Source: an optimization exercise on an open RTL-to-GDS flow (aim: small area, a short achievable clock period and few clock cycles). Production flows keep margins and buffers that such runs may drop.
RTL that was checked went through simulation tests only; none was proved equivalent to the original.
Power and IR drop assume default switching activity.

run A:
## lz11_dec
module lz11_dec (
    input  wire        clk,
    input  wire        rst,         
    input  wire        start,       
    input  wire [23:0] ilen,        
    output wire        idle,
    output wire        done,        
    output wire [3:0]  err,         
    input  wire        in_valid,
    input  wire [7:0]  in_data,
    output wire        in_ready,
    output wire        out_valid,
    output wire [7:0]  out_data,
    input  wire        out_ready,
    output wire        hist_re,
    output wire [11:0] hist_raddr,
    input  wire [7:0]  hist_rdata,
    output wire        hist_we,
    output wire [11:0] hist_waddr,
    output wire [7:0]  hist_wdata
);
Size in the first run: roughly 940 cells after synthesis, roughly 140 flip-flops.
export LEC_CHECK = 0
export CAP_MARGIN = 20
export CORE_MARGIN = 2
export CORE_UTILIZATION = 60
export CTS_BUF_LIST = sky130_fd_sc_hd__clkbuf_4
export CTS_CLUSTER_SIZE = 20
export PLACE_DENSITY = 0.7
export SETUP_SLACK_MARGIN = 2.5
export SLEW_MARGIN = 20
create_clock -name core_clock -period 5.0 [get_ports {clk}]
standard.sh (not shown) runs the stock make flow with config.mk's settings and CLKGATE_MAP_FILE= SYNTH_SCRIPT=/design/flow/synth_recipe.tcl, a recipe that flattens the netlist after the stock synthesis.
==> flow/flow/run.sh <==
#!/bin/bash
# The standard layout (standard.sh: the standard flow's synthesis and ORFS steps), except
# that the port buffers are inserted as buf_1 cells instead of the default
# buffer the flow picks (clkdlybuf4s50_1); timing repair still resizes them.
set -euo pipefail
export BUFFER_PORTS_ARGS="-buffer_cell sky130_fd_sc_hd__buf_1"
bash standard.sh > standard.log 2>&1
Per the final summary, run A finished and its layout is clean on timing, DRC and antenna.
Testbench counts of run A, summed over its fixed seeds: cycles 274,869.
### run A -> run B
- CTS_CLUSTER_SIZE: 20 -> 50
- CTS_BUF_LIST: sky130_fd_sc_hd__clkbuf_4 -> sky130_fd_sc_hd__clkbuf_8
### Flow results
Lower all-layer global routing usage was reported by run A, not run B. From run B to run A, number of non-clock inverters in the layout did not move at all. Final worst-path cycle share: run B lower than run A.
Inputs modified between run B and run C:
- CTS_CLUSTER_SIZE: 50 -> 30
Results
~same sequential cell count in run B and run C
Comparing run C against run B, there is no change at all in final design instance area without fill.
Looking at run B and run C, the delay contributed by the slowest stage of the critical path is a wash.
Going from run B to run C, total overflow reported by the global router essentially unchanged, global placer's final weighted congestion essentially unchanged, wire length of the first global-routing pass essentially unchanged, final worst setup slack essentially unchanged.
As far as final cell count without fillers goes, run B and run C are indistinguishable; the numbers are identical.
The synthesized cell count on run C is in line with that on run B.
Summary of run C over run B: clock period minus worst slack about even, via count about even.

---

red:
lz11_dec, a different RTL version from the one above (not shown whole).
For scale: ~960 cells after synthesis, ~140 flip-flops, roughly 95 I/O pins, about 8400 sq um of cells after synthesis.
Settings: LEC_CHECK=0, CAP_MARGIN=20, CORE_MARGIN=2, CORE_UTILIZATION=60, PLACE_DENSITY=0.7, SETUP_SLACK_MARGIN=2.5, SLEW_MARGIN=20; clock period 5.0 ns.
Scripts as last shown in full above: flow/flow/run.sh
### red -> blue
==> flow/run.sh (new file) <==
#!/bin/bash
# synth_recipe.tcl (not shown) runs the flow's synth.tcl, then flattens the netlist and writes it again
# the make line also repeats each setting of config.mk as NAME=value (left out here)
make -C /OpenROAD-flow-scripts/flow DESIGN_CONFIG=/design/flow/config.mk WORK_HOME=/design/flow/orfs CLKGATE_MAP_FILE= SYNTH_SCRIPT=/design/flow/synth_recipe.tcl finish
removed: flow/flow/run.sh
removed: flow/standard.sh
## What came out
Wire length, blue and red, lower one = red.
Delta (blue minus red): met1 global-route usage decreased by 0.18 points relative to the old numbers; final non-filler cell total closely matched the old numbers; time the final worst path needs with I/O delays and setup decreased by 0.070 ns relative to the old numbers.
Power dissipated in sequential cells of blue is on par with red.
Highest achievable clock rate on blue is ahead of red.
Summary of blue over red: first-pass GRT wire length climbed 7.8%, layout buffer count excluding clock buffers climbed about 2.4%.
Area growth from synthesis to layout (blue over red): increase, 6.1 points
Against red, number of global-route vias before repair in blue rose by more than 10%.
No functional check of the RTL was part of any run of this note.

---

run 1:
The RTL this note starts from:
==> flow/design.v <==
module lz11_dec (
    input  wire        clk,
    input  wire        rst,         
    input  wire        start,       
    input  wire [23:0] ilen,        
    output wire        idle,
    output wire        done,        
    output wire [3:0]  err,         
    input  wire        in_valid,
    input  wire [7:0]  in_data,
    output wire        in_ready,
    output wire        out_valid,
    output wire [7:0]  out_data,
    input  wire        out_ready,
    output wire        hist_re,
    output wire [11:0] hist_raddr,
    input  wire [7:0]  hist_rdata,
    output wire        hist_we,
    output wire [11:0] hist_waddr,
    output wire [7:0]  hist_wdata
);
    reg s_idle;              
    reg s_h0;                
    reg s_h1, s_h2, s_h3;    
    reg s_x0, s_x1, s_x2, s_x3;    
    reg s_main;              
    reg s_b23;               
    reg s_b24;               
    reg s_b34;               
    reg s_last;              
    reg s_chk;               
    reg s_copy;              
    reg s_done;              
    reg [23:0] remain;       
    reg        rz;           
    reg        short;        
    reg [31:0] left;         
    reg        l1, l2;       
    reg [11:0] wp;           
    reg        wrapped;      
    reg [7:0]  flags;        
    reg        fle;          
    reg        fref;         
    reg [16:0] cnt;          
    reg [3:0]  dhi;          
    reg        f3, f4;       
    reg [11:0] rp;           
    reg        d1;           
    reg        bad;          
    reg        lastc;        
    reg [1:0]  ecode;        
    reg        o_lit;        
    reg        o_rdy;        
    reg        o_more;       
    assign idle       = s_idle | s_done;
    assign done       = s_done;
    assign err        = {2'b00, ecode};
    assign in_ready   = o_rdy | (o_lit & out_ready);
    assign out_valid  = s_copy | (o_lit & in_valid);
    assign out_data   = s_copy ? hist_rdata : in_data;
    assign hist_we    = out_valid & out_ready;
    assign hist_waddr = wp;
    assign hist_wdata = out_data;
    assign hist_re    = s_chk | (o_more & out_ready);
    assign hist_raddr = rp;
    wire iv   = in_valid;
    wire take = iv & in_ready;
    wire emit = hist_we;
    wire lit   = !fle & !fref;
    wire tref  = !fle & fref;
    wire fetch = s_x0 | s_x1 | s_x2 | s_x3 | s_main | s_b23 | s_b24 | s_b34 | s_last;
    wire magic = (in_data == 8'h11);
    wire sz0   = ({in_data, left[15:0]} == 24'd0);
    wire xz0   = ({in_data, left[23:0]} == 32'd0);
    wire lit_x = s_main & !rz & lit & iv & out_ready;      
    wire ref_1 = s_main & !rz & tref & iv;                 
    wire flg_x = s_main & !rz & fle & iv;                  
    wire cp_x  = s_copy & out_ready;                       
    wire [11:0] field = {dhi, in_data};
    wire [12:0] diff  = {1'b0, wp} + {1'b1, ~field};    
    wire to_short = (s_h0 & short) | (fetch & rz);
    wire to_inv   = (s_h0 & !short & iv & !magic) | (s_chk & bad);
    wire n_done   = to_short | to_inv | (s_x3 & !rz & iv & xz0) |
                    (lit_x & l1) | (cp_x & lastc & l1);
    wire n_idle   = (s_idle & !start) | s_done;
    wire n_h0     = (s_idle & start) | (s_h0 & !short & !iv);
    wire n_h1     = (s_h0 & !short & iv & magic) | (s_h1 & !iv);
    wire n_h2     = (s_h1 & iv) | (s_h2 & !iv);
    wire n_h3     = (s_h2 & iv) | (s_h3 & !iv);
    wire n_x0     = (s_h3 & iv & sz0) | (s_x0 & !rz & !iv);
    wire n_x1     = (s_x0 & !rz & iv) | (s_x1 & !rz & !iv);
    wire n_x2     = (s_x1 & !rz & iv) | (s_x2 & !rz & !iv);
    wire n_x3     = (s_x2 & !rz & iv) | (s_x3 & !rz & !iv);
    wire n_main   = (s_h3 & iv & !sz0) | (s_x3 & !rz & iv & !xz0) |
                    (s_main & !rz & !(lit_x & l1) & !ref_1) |
                    (cp_x & lastc & !l1);
    wire n_b23    = (ref_1 & (in_data[7:4] == 4'h0)) | (s_b23 & !rz & !iv);
    wire n_b24    = (ref_1 & (in_data[7:4] == 4'h1)) | (s_b24 & !rz & !iv);
    wire n_b34    = (s_b24 & !rz & iv) | (s_b34 & !rz & !iv);
    wire n_last   = (ref_1 & (in_data[7:5] != 3'd0)) | (s_b23 & !rz & iv) |
                    (s_b34 & !rz & iv) | (s_last & !rz & !iv);
    wire n_chk    = s_last & !rz & iv;
    wire n_copy   = (s_chk & !bad) | (s_copy & !(out_ready & lastc));
    wire fl_load  = flg_x | ((s_chk | s_copy) & take);
    wire fl_shift = lit_x | ref_1;
    wire n_fle    = fl_load ? 1'b0 : fl_shift ? (flags[6:0] == 7'd0) : fle;
    wire n_fref   = fl_load ? in_data[7] : fl_shift ? flags[7] : fref;
    wire n_rz     = (s_idle & start) ? (ilen == 24'd0) :
                    take ? (remain == 24'd1) : rz;
    wire n_short  = (s_idle & start) ? (ilen[23:2] == 22'd0) : short;
    wire n_d1     = n_chk ? (field == 12'd0) : d1;
    wire n_lastc  = s_chk ? ((cnt == 17'd0) | l1) :
                    cp_x ? ((cnt == 17'd1) | l2) : lastc;
    always @(posedge clk) begin
        s_idle <= n_idle | rst;
        s_h0   <= n_h0   & !rst;
        s_h1   <= n_h1   & !rst;
        s_h2   <= n_h2   & !rst;
        s_h3   <= n_h3   & !rst;
        s_x0   <= n_x0   & !rst;
        s_x1   <= n_x1   & !rst;
        s_x2   <= n_x2   & !rst;
        s_x3   <= n_x3   & !rst;
        s_main <= n_main & !rst;
        s_b23  <= n_b23  & !rst;
        s_b24  <= n_b24  & !rst;
        s_b34  <= n_b34  & !rst;
        s_last <= n_last & !rst;
        s_chk  <= n_chk  & !rst;
        s_copy <= n_copy & !rst;
        s_done <= n_done & !rst;
        o_lit  <= n_main & !rst & !n_rz & !n_fle & !n_fref;
        o_rdy  <= !rst & ((n_h0 & !n_short) | n_h1 | n_h2 | n_h3 |
                  (!n_rz & (n_x0 | n_x1 | n_x2 | n_x3 | n_b23 | n_b24 | n_b34 | n_last |
                            (n_main & (n_fle | n_fref)) | ((n_chk | n_copy) & n_fle))));
        o_more <= n_copy & !n_lastc & !n_d1;
        if (!s_done)
            ecode <= {to_short | to_inv, to_short};
        rz    <= n_rz;
        fle   <= n_fle;
        fref  <= n_fref;
        d1    <= n_d1;
        lastc <= n_lastc;
        if (s_idle & start) begin
            remain  <= ilen;
            short   <= (ilen[23:2] == 22'd0);
            left    <= 32'd0;
            wp      <= 12'd0;
            wrapped <= 1'b0;
            fle     <= 1'b1;
        end else begin
            if (take)
                remain <= remain - 24'd1;
            if (emit) begin
                left    <= left - 32'd1;
                l1      <= l2;
                l2      <= (left == 32'd3);
                wp      <= wp + 12'd1;
                wrapped <= wrapped | (wp == 12'hfff);
            end
            if (iv) begin
                if (s_h1 | s_x0) left[7:0]   <= in_data;
                if (s_h2 | s_x1) left[15:8]  <= in_data;
                if (s_h3 | s_x2) left[23:16] <= in_data;
                if (s_x3)        left[31:24] <= in_data;
                if (s_h3) begin
                    l1 <= ({in_data, left[15:0]} == 24'd1);
                    l2 <= ({in_data, left[15:0]} == 24'd2);
                end
                if (s_x3) begin
                    l1 <= ({in_data, left[23:0]} == 32'd1);
                    l2 <= ({in_data, left[23:0]} == 32'd2);
                end
            end
        end
        if (fl_load)
            flags <= {in_data[6:0], 1'b1};
        else if (fl_shift)
            flags <= {flags[6:0], 1'b0};
        if (ref_1) begin
            f3 <= (in_data[7:4] == 4'h0);
            f4 <= (in_data[7:4] == 4'h1);
            if (in_data[7:5] == 3'd0)
                cnt <= {9'd0, in_data[3:0], 4'd0};
            else begin
                cnt <= {13'd0, in_data[7:4]};
                dhi <= in_data[3:0];
            end
        end
        if (s_b23 & iv) begin
            cnt[3:0] <= in_data[7:4];
            dhi      <= in_data[3:0];
        end
        if (s_b24 & iv)
            cnt[11:0] <= {cnt[7:4], in_data};
        if (s_b34 & iv) begin
            cnt[15:0] <= {cnt[11:0], in_data[7:4]};
            dhi       <= in_data[3:0];
        end
        if (s_last & iv) begin
            cnt[16:4] <= cnt[16:4] + (f4 ? 13'h11 : f3 ? 13'h1 : 13'h0);
            rp        <= diff[11:0];
            bad       <= !wrapped && diff[12];
        end else if (hist_re)
            rp <= rp + 12'd1;
        if (cp_x)
            cnt <= cnt - 17'd1;
    end
endmodule
Settings: LEC_CHECK=0, CAP_MARGIN=20, CORE_MARGIN=2, CORE_UTILIZATION=40, PLACE_DENSITY=0.6, SETUP_SLACK_MARGIN=2.0, SLEW_MARGIN=20; clock period 5.0 ns.
run.sh (not shown) runs the stock make flow with config.mk's settings and CLKGATE_MAP_FILE= SYNTH_SCRIPT=/design/flow/synth_recipe.tcl, a recipe that flattens the netlist after the stock synthesis.
Stock flow here: none of the scripts above is used.
Run 1 completed every stage of the flow, and the final layout passed the timing, design-rule and antenna checks.
Testbench counts of run 1, summed over its fixed seeds: cycles 274,677.
Modified inputs, run 5 compared to run 1
- changing SETUP_SLACK_MARGIN from 2.0 to 2.4
Findings:
Run 5 reached the final stage; the timing, design-rule and antenna checks on its layout passed.
Run 5 against run 1: total detailed-routing wirelength grew by about 1.1%, area growth from synthesis to layout grew by 1.8 points.
The higher combined area of the multi-input logic cells of run 1 and run 5 is in run 5.
Diff run 1 -> run 5: global-route usage comparable, final area now larger, proportion of cell area occupied by registers fell by 0.44 points, number of gates resized after CTS increased 61.
Re number of clock buffers in the layout: run 1 and run 5 aren't equal, and the higher value belongs to run 1.

---

Another version of the RTL of lz11_dec (not shown whole).
Size: roughly 950 cells after synthesis, ~140 flip-flops, about 95 I/O pins, ~8300 um^2 of cells after synthesis.
## lz11_dec
module lz11_dec (
    input  wire        clk,
    input  wire        rst,         
    input  wire        start,       
    input  wire [23:0] ilen,        
    output wire        idle,
    output wire        done,        
    output wire [3:0]  err,         
    input  wire        in_valid,
    input  wire [7:0]  in_data,
    output wire        in_ready,
    output wire        out_valid,
    output wire [7:0]  out_data,
    input  wire        out_ready,
    output wire        hist_re,
    output wire [11:0] hist_raddr,
    input  wire [7:0]  hist_rdata,
    output wire        hist_we,
    output wire [11:0] hist_waddr,
    output wire [7:0]  hist_wdata
);
==> flow/config.mk <==
export PLATFORM = sky130hd
export DESIGN_NAME = lz11_dec
export DESIGN_NICKNAME = lz11_dec
export VERILOG_FILES = /design/flow/design.v
export SDC_FILE = /design/flow/constraint.sdc
export NUM_CORES = 4
export LEC_CHECK = 0
export CAP_MARGIN = 20
export CORE_MARGIN = 2
export CORE_UTILIZATION = 60
export PLACE_DENSITY = 0.7
export SETUP_SLACK_MARGIN = 2.5
export SLEW_MARGIN = 20
==> flow/constraint.sdc <==
create_clock -name core_clock -period 5.0 [get_ports {clk}]
set_input_delay 1.0000 -clock core_clock [delete_from_list [all_inputs] [get_ports {clk}]]
set_output_delay 1.0000 -clock core_clock [all_outputs]
set_load 0.01 [all_outputs]
The baseline finished with timing, DRC and antenna clean.
Testbench counts at the start, summed over its fixed seeds: cycles 274,869.
Then changed:
==> flow/flow/run.sh (new file) <==
#!/bin/bash
# The standard layout (standard.sh: the standard flow's synthesis and ORFS steps), except
# that the port buffers are inserted as buf_1 cells instead of the default
# buffer the flow picks (clkdlybuf4s50_1); timing repair still resizes them.
set -euo pipefail
export BUFFER_PORTS_ARGS="-buffer_cell sky130_fd_sc_hd__buf_1"
bash standard.sh > standard.log 2>&1
==> flow/standard.sh (new file) <==
#!/bin/bash
# synth_recipe.tcl (not shown) runs the flow's synth.tcl, then flattens the netlist and writes it again
# the make line also repeats each setting of config.mk as NAME=value (left out here)
make -C /OpenROAD-flow-scripts/flow DESIGN_CONFIG=/design/flow/config.mk WORK_HOME=/design/flow/orfs CLKGATE_MAP_FILE= SYNTH_SCRIPT=/design/flow/synth_recipe.tcl "${@:-finish}"
--- a/flow/config.mk
+++ b/flow/config.mk
@@ -10,2 +10,4 @@
 export CORE_UTILIZATION = 60
+export CTS_BUF_LIST = sky130_fd_sc_hd__clkbuf_8
+export CTS_CLUSTER_SIZE = 30
 export PLACE_DENSITY = 0.7
removed: flow/run.sh
After rerunning:
- synthesized cell count stays the same
- sequential cell count does not change
- combinational power went down by about 7%
- worst setup slack is worse by 0.037 ns
- wire length went down by 5.2%
- fmax falls by 1.4%
- synthesized area stays the same
- count of clock-buffer cells in the layout is lower by 1

separate check: timing with driven ports:
The results above use ideal ports. As a check the final layouts listed here were re-extracted and re-timed, cells and wires unchanged.
Step 1: set_driving_cell puts a clkbuf_16 on clk and a buf_2 on each other input, an assumption about the parent block.
Step 2, shift: input delay + t, output delay - t, t = (earliest + latest rising clock arrival at the registers) / 2. This alone moves slack from input paths to output paths.
a / b / c = ideal ports / drivers / drivers and shift; a / b = the first two.
run | t, ns | setup slack, ns | hold WS [ns] | worst register clock-pin slew, ns | worst slew at a driven data input, ns
run A | 0.595 | 2.313 / 2.265 / 1.873 | 0.487 / 0.487 / 0.487 | 0.12 / 0.12 | 0.09
run B | 0.504 | 2.329 / 2.281 / 1.951 | 0.479 / 0.479 / 0.479 | 0.08 / 0.08 | 0.08
run C | 0.504 | 2.329 / 2.281 / 1.951 | 0.479 / 0.479 / 0.479 | 0.08 / 0.08 | 0.08
red | 0.470 | 2.342 / 2.282 / 1.955 | 0.470 / 0.470 / 0.470 | 0.06 / 0.06 | 0.09
blue | 0.462 | 2.412 / 2.355 / 2.032 | 0.480 / 0.480 / 0.480 | 0.06 / 0.06 | 0.09
run 1 | 0.466 | 2.045 / 2.019 / 1.666 | 0.482 / 0.482 / 0.482 | 0.07 / 0.07 | 0.04
run 5 | 0.472 | 2.372 / 2.334 / 1.941 | 0.476 / 0.476 / 0.476 | 0.07 / 0.07 | 0.06
the first run of note 4 | 0.459 | 2.362 / 2.321 / 1.923 | 0.480 / 0.480 / 0.480 | 0.06 / 0.06 | 0.07
the second run of note 4 | 0.491 | 2.325 / 2.263 / 1.897 | 0.490 / 0.490 / 0.490 | 0.08 / 0.08 | 0.19
After both steps setup and hold are still met in every run listed. The setup slack of run A, which loses most, moves by -0.048 ns with the drivers and by -0.440 ns with both steps.
